Background: an optimization exercise with open tools, aiming at small area and few clock cycles. Do not read the settings as production practice. The RTL was checked by simulation tests, not by an equivalence proof against the original design.

==> trial 6 <==
==> flow/design.v <==
module lmac_core (
    input  wire       clk,
    input  wire       rst,
    input  wire       rx_valid,
    input  wire [7:0] rx_data,
    output wire       rx_ready,
    input  wire       cmd_valid,
    input  wire [3:0] cmd_op,
    input  wire [7:0] cmd_data,
    input  wire [1:0] cmd_flags,
    output wire       cmd_ready,
    output wire       rsp_valid,
    output wire [3:0] rsp_status,
    output wire       tx_valid,
    output wire [7:0] tx_data,
    input  wire       tx_ready,
    output wire       pay_valid,
    output wire [7:0] pay_data,
    output wire       err_valid,
    output wire [3:0] err_code
);
    localparam integer CAP  = 128;
    localparam integer MAXP = CAP - 5;
    localparam integer N    = 128;    
    localparam integer RA   = 4;      
    localparam integer QD   = 4;      
    localparam integer QB   = 2;      
    localparam integer QE   = 2;      
    localparam integer EB   = 1;      
    localparam [3:0] OP_INIT    = 4'h0;
    localparam [3:0] OP_DEINIT  = 4'h1;
    localparam [3:0] OP_WRITE   = 4'h4;
    localparam [3:0] OP_SETDEST = 4'h5;
    function [6:0] inc_m(input [6:0] x);
        inc_m = x + 7'd1;
    endfunction
    function [6:0] sub_m(input [6:0] a, input [6:0] b);
        sub_m = a - b;
    endfunction
    reg       initialized;
    reg       err_en;
    reg [6:0] self7;       
    reg [6:0] dest7;       
    reg [8*N-1:0] ring;    
    reg [6:0]     cs;      
    wire [6:0]    cs1 = inc_m(cs);
    wire [6:0]    rs  = cs + RA;                
    wire [7:0]    ring_tap = ring[8*(N-1-RA) +: 8];
    reg       ring_we;
    reg [7:0] ring_wd;
    always @(posedge clk) begin
        ring <= {ring[8*(N-1)-1:0], ring_we ? ring_wd : ring[8*(N-1) +: 8]};
        cs   <= cs1;
    end
    assign pay_data = ring_tap;
    reg [6:0] wp;          
    reg       cur_act;     
    reg [6:0] cur_start;   
    reg [6:0] rp;          
    reg       rd_active;   
    reg          sq_k [0:QD-1];    
    reg [6:0]    sq_a [0:QD-1];
    reg [6:0]    sq_b [0:QD-1];
    reg [QB-1:0] sq_hd, sq_tl;
    reg [QB:0]   sq_cnt;
    wire         sq_full = (sq_cnt == QD);
    wire         sq_nemp = (sq_cnt != 0);
    wire         h_k = sq_k[sq_hd];
    wire [6:0]   h_a = sq_a[sq_hd];
    wire [6:0]   h_b = sq_b[sq_hd];
    reg [1:0]    eq_c [0:QE-1];    
    reg [2:0]    eq_t [0:QE-1];    
    reg [EB-1:0] eq_hd, eq_tl;
    reg [EB:0]   eq_cnt;
    wire         eq_full = (eq_cnt == QE);
    wire         eq_nemp = (eq_cnt != 0);
    reg [2:0]    pc, pd;           
    wire         err_due = eq_nemp && (eq_t[eq_hd] == pd);
    wire [6:0] rd_sel = rd_active ? rp : h_a;
    wire       empty  = !sq_nemp && !cur_act;
    wire [6:0] base   = sq_nemp ? rd_sel : cur_start;
    wire       nfull  = cs1 != base;
    wire       cont_ok = (cs == wp) && nfull;
    wire       new_ok  = empty || ((sub_m(cs, base) >= sub_m(wp, base)) && nfull);
    wire       wr_ok   = cur_act ? cont_ok : new_ok;
    reg [7:0] rx_len;
    reg       h0ok;        
    reg [7:0] b1;          
    reg [7:0] d1, d2;      
    reg [6:0] ck_lo, ck_hi;
    wire is_end  = (rx_data == 8'h7F);
    wire rx_ovf  = rx_len[7];
    wire rx_need_wr = initialized && !rx_ovf && !is_end &&
                      (rx_len >= 8'd4) && (rx_len <= 8'd126);
    wire rx_may_push = initialized && (rx_ovf || is_end);
    reg wr_act;            
    assign rx_ready = !wr_act && (!rx_need_wr || wr_ok) &&
                      (!rx_may_push || !(sq_full || eq_full));
    wire rx_fire = rx_valid && rx_ready;
    wire [6:0] f_lo = (ck_lo == 7'h7F) ? 7'h00 : ck_lo;
    wire [6:0] f_hi = (ck_hi == 7'h7F) ? 7'h00 : ck_hi;
    wire       rx_ck_ok = (d1 == {1'b0, f_lo}) && (d2 == {1'b0, f_hi});
    wire [6:0] ck_lo_n = ck_lo + d2[6:0];
    wire [6:0] ck_hi_n = ck_hi + ck_lo_n;
    reg [7:0] wr_rem;      
    reg       wr_bad;
    reg       wr_writes;   
    reg [1:0] tf_cnt;
    reg [2:0] rq [0:3];
    reg [1:0] rq_hd, rq_tl;
    reg [2:0] rq_cnt;
    wire      rq_full = rq_cnt[2];
    reg [1:0] tx_done;        
    localparam [2:0] T_IDLE = 3'd0, T_H1 = 3'd1, T_PAY = 3'd2, T_CKH = 3'd3,
                     T_CKL = 3'd4, T_END = 3'd5;
    reg [2:0] tph;
    wire need_dest = (tph == T_IDLE) ? (tf_cnt != 2'd0) : tf_cnt[1];   
    wire tx_gap_ok = (tf_cnt == 2'd0) || (sub_m(cs, wp) >= 7'd5);
    wire wr_last = (wr_rem == 8'd1);
    reg  first_ok;
    always @(*) begin
        first_ok = !rx_valid && !rq_full;
        case (cmd_op)
            OP_WRITE:
                if (tf_cnt == 2'd3 || sq_full) first_ok = 1'b0;
            OP_INIT, OP_DEINIT:
                if (tf_cnt != 2'd0) first_ok = 1'b0;
            OP_SETDEST:
                if (need_dest) first_ok = 1'b0;
            default: ;
        endcase
    end
    wire beat_ok = !wr_writes ||
                   (wr_ok && (cur_act || tx_gap_ok) && (!wr_last || !sq_full));
    assign cmd_ready = wr_act ? beat_ok : first_ok;
    wire cmd_fire = cmd_valid && cmd_ready;
    reg       tx_v;
    reg [7:0] tx_out;
    reg       tx_lastb;    
    reg [6:0] tx_lo, tx_hi;   
    assign tx_valid = tx_v;
    assign tx_data  = tx_out;
    wire tx_free = !tx_v || tx_ready;
    wire at_slot   = (rs == rd_sel);
    wire last_slot = (inc_m(rs) == h_b);
    assign err_valid = err_due;
    assign err_code  = 4'd6 + {2'b00, eq_c[eq_hd]};
    assign pay_valid = !err_due && sq_nemp && !h_k && at_slot;
    wire [2:0] rq_h = rq[rq_hd];
    assign rsp_valid  = (rq_cnt != 3'd0) && (rq_h != 3'd7 || tx_done != 2'd0);
    assign rsp_status = (rq_h == 3'd7) ? 4'd0 : {1'b0, rq_h};
    wire wr_beat = cmd_fire && wr_act && wr_writes;
    always @(*) begin
        ring_we = 1'b0;
        ring_wd = d2;
        if (rx_fire && rx_need_wr) ring_we = 1'b1;
        if (wr_beat) begin
            ring_we = 1'b1;
            ring_wd = cmd_data;
        end
    end
    wire [6:0] seg_start_now = cur_act ? cur_start : cs;
    wire [6:0] tx_add  = (tph == T_H1) ? self7 : ring_tap[6:0];
    wire [6:0] tx_lo_n = tx_lo + tx_add;
    wire [6:0] tx_hi_n = tx_hi + tx_lo_n;
    reg       spush, spop, epush, epop;
    reg       spush_k;
    reg [6:0] spush_a, spush_b;
    reg [1:0] epush_c;
    reg       rpush, rpop, tpush, tpop, tdone;
    reg [2:0] rpush_v;
    always @(posedge clk) begin
        spush = 1'b0; spush_k = 1'b0; spush_a = cur_start; spush_b = wp;
        epush = 1'b0; epush_c = 2'd0;
        spop = 1'b0; epop = 1'b0;
        rpush = 1'b0; rpush_v = 3'd0; rpop = 1'b0;
        tpush = 1'b0; tpop = 1'b0; tdone = 1'b0;
        if (rst) begin
            initialized <= 1'b0;
            err_en      <= 1'b0;
            self7       <= 7'h7F;
            dest7       <= 7'h7F;
            cur_act     <= 1'b0;
            rd_active   <= 1'b0;
            sq_hd       <= 0;
            sq_tl       <= 0;
            sq_cnt      <= 0;
            eq_hd       <= 0;
            eq_tl       <= 0;
            eq_cnt      <= 0;
            pc          <= 3'd0;
            pd          <= 3'd0;
            rx_len      <= 8'd0;
            wr_act      <= 1'b0;
            tf_cnt      <= 2'd0;
            rq_hd       <= 2'd0;
            rq_tl       <= 2'd0;
            rq_cnt      <= 3'd0;
            tx_done     <= 2'd0;
            tx_v        <= 1'b0;
            tx_lastb    <= 1'b0;
            tph         <= T_IDLE;
        end else begin
            if (ring_we) begin
                wp <= cs1;
                if (!cur_act) begin
                    cur_act   <= 1'b1;
                    cur_start <= cs;
                end
            end
            if (rx_fire && initialized) begin
                if (rx_ovf) begin
                    rx_len  <= 8'd0;
                    cur_act <= 1'b0;
                    if (err_en) begin epush = 1'b1; epush_c = 2'd3; end
                end else if (!is_end) begin
                    rx_len <= rx_len + 8'd1;
                    d1 <= rx_data;
                    d2 <= d1;
                    if (rx_len < 8'd2) begin
                        ck_lo <= 7'd0;
                        ck_hi <= 7'd0;
                    end else begin
                        ck_lo <= ck_lo_n;
                        ck_hi <= ck_hi_n;
                    end
                    if (rx_len == 8'd0) h0ok <= (rx_data == {1'b1, self7});
                    if (rx_len == 8'd1) b1 <= rx_data;
                end else begin
                    rx_len  <= 8'd0;
                    cur_act <= 1'b0;
                    if (rx_len < 8'd4 || !rx_ck_ok) begin
                        if (err_en) begin epush = 1'b1; epush_c = 2'd2; end
                    end else if (!h0ok) begin
                        if (err_en) begin epush = 1'b1; epush_c = 2'd0; end
                    end else if (b1 != {1'b0, dest7}) begin
                        if (err_en) begin epush = 1'b1; epush_c = 2'd1; end
                    end else if (rx_len != 8'd4) begin
                        spush = 1'b1; spush_k = 1'b0; spush_a = cur_start;
                    end
                end
            end
            if (cmd_fire) begin
                if (!wr_act) begin
                    rpush = 1'b1;
                    case (cmd_op)
                        OP_INIT: begin
                            if (!cmd_flags[0]) rpush_v = 3'd1;
                            else if (cmd_data > 8'h7E) rpush_v = 3'd2;
                            else begin
                                self7       <= cmd_data[6:0];
                                dest7       <= 7'h7F;
                                rx_len      <= 8'd0;
                                cur_act     <= 1'b0;
                                err_en      <= cmd_flags[1];
                                initialized <= 1'b1;
                            end
                        end
                        OP_DEINIT: begin
                            self7       <= 7'h7F;
                            dest7       <= 7'h7F;
                            rx_len      <= 8'd0;
                            cur_act     <= 1'b0;
                            err_en      <= 1'b0;
                            initialized <= 1'b0;
                        end
                        OP_SETDEST: begin
                            if (cmd_data > 8'h7E) rpush_v = 3'd3;
                            else dest7 <= cmd_data[6:0];
                        end
                        OP_WRITE: begin
                            rx_len    <= 8'd0;
                            cur_act   <= 1'b0;
                            wr_rem    <= cmd_data;
                            wr_bad    <= 1'b0;
                            wr_writes <= (cmd_data <= MAXP);
                            if (cmd_data != 8'd0) begin
                                wr_act <= 1'b1;
                                rpush  = 1'b0;
                            end else if (dest7 == 7'h7F) rpush_v = 3'd3;
                            else begin
                                rpush_v = 3'd7;
                                tpush = 1'b1;
                                spush = 1'b1; spush_k = 1'b1; spush_a = wp; spush_b = wp;
                            end
                        end
                        default: ;
                    endcase
                end else begin
                    wr_rem <= wr_rem - 8'd1;
                    if (cmd_data >= 8'h7F) wr_bad <= 1'b1;
                    if (wr_last) begin
                        wr_act  <= 1'b0;
                        cur_act <= 1'b0;
                        rpush = 1'b1;
                        if (dest7 == 7'h7F) rpush_v = 3'd3;
                        else if (!wr_writes) rpush_v = 3'd4;
                        else if (wr_bad || cmd_data >= 8'h7F) rpush_v = 3'd5;
                        else begin
                            rpush_v = 3'd7;
                            tpush = 1'b1;
                            spush = 1'b1; spush_k = 1'b1;
                            spush_a = seg_start_now; spush_b = cs1;
                        end
                    end
                end
            end
            if (err_due) begin
                epop = 1'b1;
            end else if (pay_valid) begin
                rp        <= inc_m(rs);
                rd_active <= 1'b1;
                if (last_slot) begin
                    rd_active <= 1'b0;
                    spop = 1'b1;
                    pd <= pd + 3'd1;
                end
            end
            if (tx_v && tx_ready) begin
                tx_v <= 1'b0;
                if (tx_lastb) begin
                    tx_lastb <= 1'b0;
                    tdone = 1'b1;
                end
            end
            if (tx_free) begin
                case (tph)
                    T_IDLE: if (tf_cnt != 2'd0) begin
                        tx_v <= 1'b1; tx_out <= {1'b1, dest7}; tph <= T_H1;
                        tx_lo <= dest7; tx_hi <= dest7;
                    end
                    T_H1: begin
                        tx_v <= 1'b1; tx_out <= {1'b0, self7}; tph <= T_PAY;
                        tx_lo <= tx_lo_n; tx_hi <= tx_hi_n;
                    end
                    T_PAY: begin
                        if (sq_nemp && h_k) begin
                            if (h_a == h_b) begin
                                spop = 1'b1;
                                tph  <= T_CKH;
                            end else if (at_slot) begin
                                tx_v      <= 1'b1;
                                tx_out    <= ring_tap;
                                tx_lo     <= tx_lo_n;
                                tx_hi     <= tx_hi_n;
                                rp        <= inc_m(rs);
                                rd_active <= 1'b1;
                                if (last_slot) begin
                                    rd_active <= 1'b0;
                                    spop = 1'b1;
                                    tph  <= T_CKH;
                                end
                            end
                        end
                    end
                    T_CKH: begin
                        tx_v <= 1'b1; tph <= T_CKL;
                        tx_out <= {1'b0, (tx_hi == 7'h7F) ? 7'h00 : tx_hi};
                    end
                    T_CKL: begin
                        tx_v <= 1'b1; tph <= T_END;
                        tx_out <= {1'b0, (tx_lo == 7'h7F) ? 7'h00 : tx_lo};
                    end
                    default: begin  
                        tx_v <= 1'b1; tx_out <= 8'h7F; tx_lastb <= 1'b1; tph <= T_IDLE;
                        tpop = 1'b1;
                    end
                endcase
            end
            rpop = rsp_valid;
            tx_done <= tx_done + tdone - (rpop && rq_h == 3'd7);
            if (rpush) begin
                rq[rq_tl] <= rpush_v;
                rq_tl <= rq_tl + 2'd1;
            end
            if (rpop) rq_hd <= rq_hd + 2'd1;
            rq_cnt <= rq_cnt + rpush - rpop;
            tf_cnt <= tf_cnt + tpush - tpop;
            if (spush) begin
                sq_k[sq_tl] <= spush_k;
                sq_a[sq_tl] <= spush_a;
                sq_b[sq_tl] <= spush_b;
                sq_tl <= sq_tl + 1'b1;
                if (!spush_k) pc <= pc + 3'd1;
            end
            if (spop) sq_hd <= sq_hd + 1'b1;
            sq_cnt <= sq_cnt + spush - spop;
            if (epush) begin
                eq_c[eq_tl] <= epush_c;
                eq_t[eq_tl] <= pc;
                eq_tl <= eq_tl + 1'b1;
            end
            if (epop) eq_hd <= eq_hd + 1'b1;
            eq_cnt <= eq_cnt + epush - epop;
        end
    end
endmodule
==> flow/run.sh <==
#!/bin/bash
# synth_recipe.tcl (not shown) runs the flow's synth.tcl, then flattens the netlist and writes it again
# the make line also repeats each setting of config.mk as NAME=value (left out here)
make -C /OpenROAD-flow-scripts/flow DESIGN_CONFIG=/design/flow/config.mk WORK_HOME=/design/flow/orfs CLKGATE_MAP_FILE= SYNTH_SCRIPT=/design/flow/synth_recipe.tcl finish
==> flow/config.mk <==
export PLATFORM = sky130hd
export DESIGN_NAME = lmac_core
export DESIGN_NICKNAME = lmac_core
export VERILOG_FILES = /design/flow/design.v
export SDC_FILE = /design/flow/constraint.sdc
export NUM_CORES = 4
export LEC_CHECK = 0
export CAP_MARGIN = 20
export CORE_MARGIN = 2
export CORE_UTILIZATION = 60
export CTS_BUF_LIST = sky130_fd_sc_hd__clkbuf_16
export CTS_CLUSTER_DIAMETER = 80
export CTS_CLUSTER_SIZE = 20
export PLACE_DENSITY = 0.75
export SLEW_MARGIN = 20
==> flow/constraint.sdc <==
create_clock -name core_clock -period 8.0 [get_ports {clk}]
set_input_delay 1.6000 -clock core_clock [delete_from_list [all_inputs] [get_ports {clk}]]
set_output_delay 1.6000 -clock core_clock [all_outputs]
set_load 0.01 [all_outputs]
==> trial 27: changes against trial 6 <==
- CTS_CLUSTER_DIAMETER: 80 -> 60
- CTS_CLUSTER_SIZE: 20 -> 25
==> trial 26: changes against trial 6 <==
--- a/flow/design.v
+++ b/flow/design.v
@@ -107,9 +107,9 @@
     reg       wr_writes;   
     reg [1:0] tf_cnt;
-    reg [2:0] rq [0:3];
-    reg [1:0] rq_hd, rq_tl;
-    reg [2:0] rq_cnt;
-    wire      rq_full = rq_cnt[2];
+    reg [2:0] ph_cnt;         
     reg [1:0] tx_done;        
+    reg       st_v;           
+    reg [2:0] st_s;
+    reg [2:0] st_after;       
     localparam [2:0] T_IDLE = 3'd0, T_H1 = 3'd1, T_PAY = 3'd2, T_CKH = 3'd3,
                      T_CKL = 3'd4, T_END = 3'd5;
@@ -118,7 +118,9 @@
     wire tx_gap_ok = (tf_cnt == 2'd0) || (sub_m(cs, wp) >= 7'd5);
     wire wr_last = (wr_rem == 8'd1);
+    wire st_due    = st_v && (st_after == 3'd0);
+    wire slot_free = !st_v || st_due;
     reg  first_ok;
     always @(*) begin
-        first_ok = !rx_valid && !rq_full;
+        first_ok = !rx_valid && (slot_free || (cmd_op == OP_WRITE && cmd_data != 8'd0));
         case (cmd_op)
             OP_WRITE:
@@ -133,5 +135,7 @@
     wire beat_ok = !wr_writes ||
                    (wr_ok && (cur_act || tx_gap_ok) && (!wr_last || !sq_full));
-    assign cmd_ready = wr_act ? beat_ok : first_ok;
+    wire wr_fails = (dest7 == 7'h7F) || !wr_writes || wr_bad || (cmd_data >= 8'h7F);
+    wire last_ok  = !wr_last || slot_free || !wr_fails;
+    assign cmd_ready = wr_act ? (beat_ok && last_ok) : first_ok;
     wire cmd_fire = cmd_valid && cmd_ready;
     reg       tx_v;
@@ -147,7 +151,6 @@
     assign err_code  = 4'd6 + {2'b00, eq_c[eq_hd]};
     assign pay_valid = !err_due && sq_nemp && !h_k && at_slot;
-    wire [2:0] rq_h = rq[rq_hd];
-    assign rsp_valid  = (rq_cnt != 3'd0) && (rq_h != 3'd7 || tx_done != 2'd0);
-    assign rsp_status = (rq_h == 3'd7) ? 4'd0 : {1'b0, rq_h};
+    assign rsp_valid  = st_due || (tx_done != 2'd0);
+    assign rsp_status = st_due ? {1'b0, st_s} : 4'd0;
     wire wr_beat = cmd_fire && wr_act && wr_writes;
     always @(*) begin
@@ -194,7 +197,6 @@
             wr_act      <= 1'b0;
             tf_cnt      <= 2'd0;
-            rq_hd       <= 2'd0;
-            rq_tl       <= 2'd0;
-            rq_cnt      <= 3'd0;
+            ph_cnt      <= 3'd0;
+            st_v        <= 1'b0;
             tx_done     <= 2'd0;
             tx_v        <= 1'b0;
@@ -368,12 +370,14 @@
                 endcase
             end
-            rpop = rsp_valid;
-            tx_done <= tx_done + tdone - (rpop && rq_h == 3'd7);
-            if (rpush) begin
-                rq[rq_tl] <= rpush_v;
-                rq_tl <= rq_tl + 2'd1;
+            rpop = rsp_valid && !st_due;      
+            if (st_due) st_v <= 1'b0;
+            else if (rpop && st_v) st_after <= st_after - 3'd1;
+            tx_done <= tx_done + tdone - rpop;
+            ph_cnt  <= ph_cnt + tpush - rpop;
+            if (rpush && rpush_v != 3'd7) begin
+                st_v     <= 1'b1;
+                st_s     <= rpush_v;
+                st_after <= ph_cnt - rpop;
             end
-            if (rpop) rq_hd <= rq_hd + 2'd1;
-            rq_cnt <= rq_cnt + rpush - rpop;
             tf_cnt <= tf_cnt + tpush - tpop;
             if (spush) begin
- CTS_CLUSTER_DIAMETER: 80 -> 90
- CTS_CLUSTER_SIZE: 20 -> 25
==> impl_metrics.env <==
export IMPL_finalInstanceArea_sq_mm=0.0372
export IMPL_n_fill_cell=3907
export IMPL_p_sw_share_pct=20.2
export IMPL_seq_share_pct=72.2
export IMPL_cts_sinks=1259
export IMPL_place_ws_ns=1.17
export IMPL_clkLatencyLatePin_ns=0.67
export IMPL_reg2reg_depth=27
export IMPL_status="timing/DRC/antenna clean"
export IMPL_vdd_drop_max_uv=232
export IMPL_first_iter_violations=995
-- figures above: trial 26

==> impl_metrics.env <==
export IMPL_n_fill_cell=3895
export IMPL_status="timing/DRC/antenna clean"
export IMPL_seq_share_pct=70.3
export IMPL_p_sw_share_pct=21.1
export IMPL_first_iter_violations=1139
export IMPL_finalInstanceArea_sq_mm=0.0386
export IMPL_place_ws_ns=1.02
export IMPL_reg2reg_depth=22
export IMPL_cts_sinks=1270
export IMPL_vdd_drop_max_uv=236
export IMPL_clkLatencyLatePin_ns=0.66
-- figures above: trial 6

==> impl_metrics.env <==
export IMPL_status="timing/DRC/antenna clean"
export IMPL_p_sw_share_pct=21.7
export IMPL_reg2reg_depth=22
export IMPL_synth_top_area_cell="dfxtp_1"
export IMPL_first_iter_violations=1054
export IMPL_clkLatencyLatePin_ns=0.64
export IMPL_n_fill_cell=3877
export IMPL_finalInstanceArea_sq_mm=0.0386
export IMPL_seq_share_pct=70.3
export IMPL_cts_sinks=1270
-- figures above: trial 27

Testbench counts of trial 6, summed over its fixed seeds: cycles 27,563.
Testbench counts of trial 27, summed over its fixed seeds: cycles 27,563.
Testbench counts of trial 26, summed over its fixed seeds: cycles 27,617.

[what the ideal ports hide]
The results above use ideal ports. As a check the final layouts listed here were re-extracted and re-timed, cells and wires unchanged.
Step 1 sets driving cells, clkbuf_16 on the clock port and buf_2 on the other inputs (assumed; they add their load-dependent delay and slew).
Step 2 also shifts input and output timing later by t, the mid clock arrival at the registers, as if the neighbouring blocks saw the same clock.
a / b / c = no drivers / after step 1 / after step 2; a / b = the first two.
run	t (ns)	setup WS [ns]	slew at the worst register clock pin (ns)	worst slew at a driven data input, ns	pins driven straight from the clock port
trial 6	0.705	0.560 / 0.499 / 1.204	0.09 / 0.09	0.08	1
trial 27	0.685	0.473 / 0.412 / 1.098	0.10 / 0.10	0.08	1
trial 26	0.694	0.533 / 0.475 / 1.169	0.10 / 0.10	0.05	1
After both steps setup and hold are still met in every run listed.
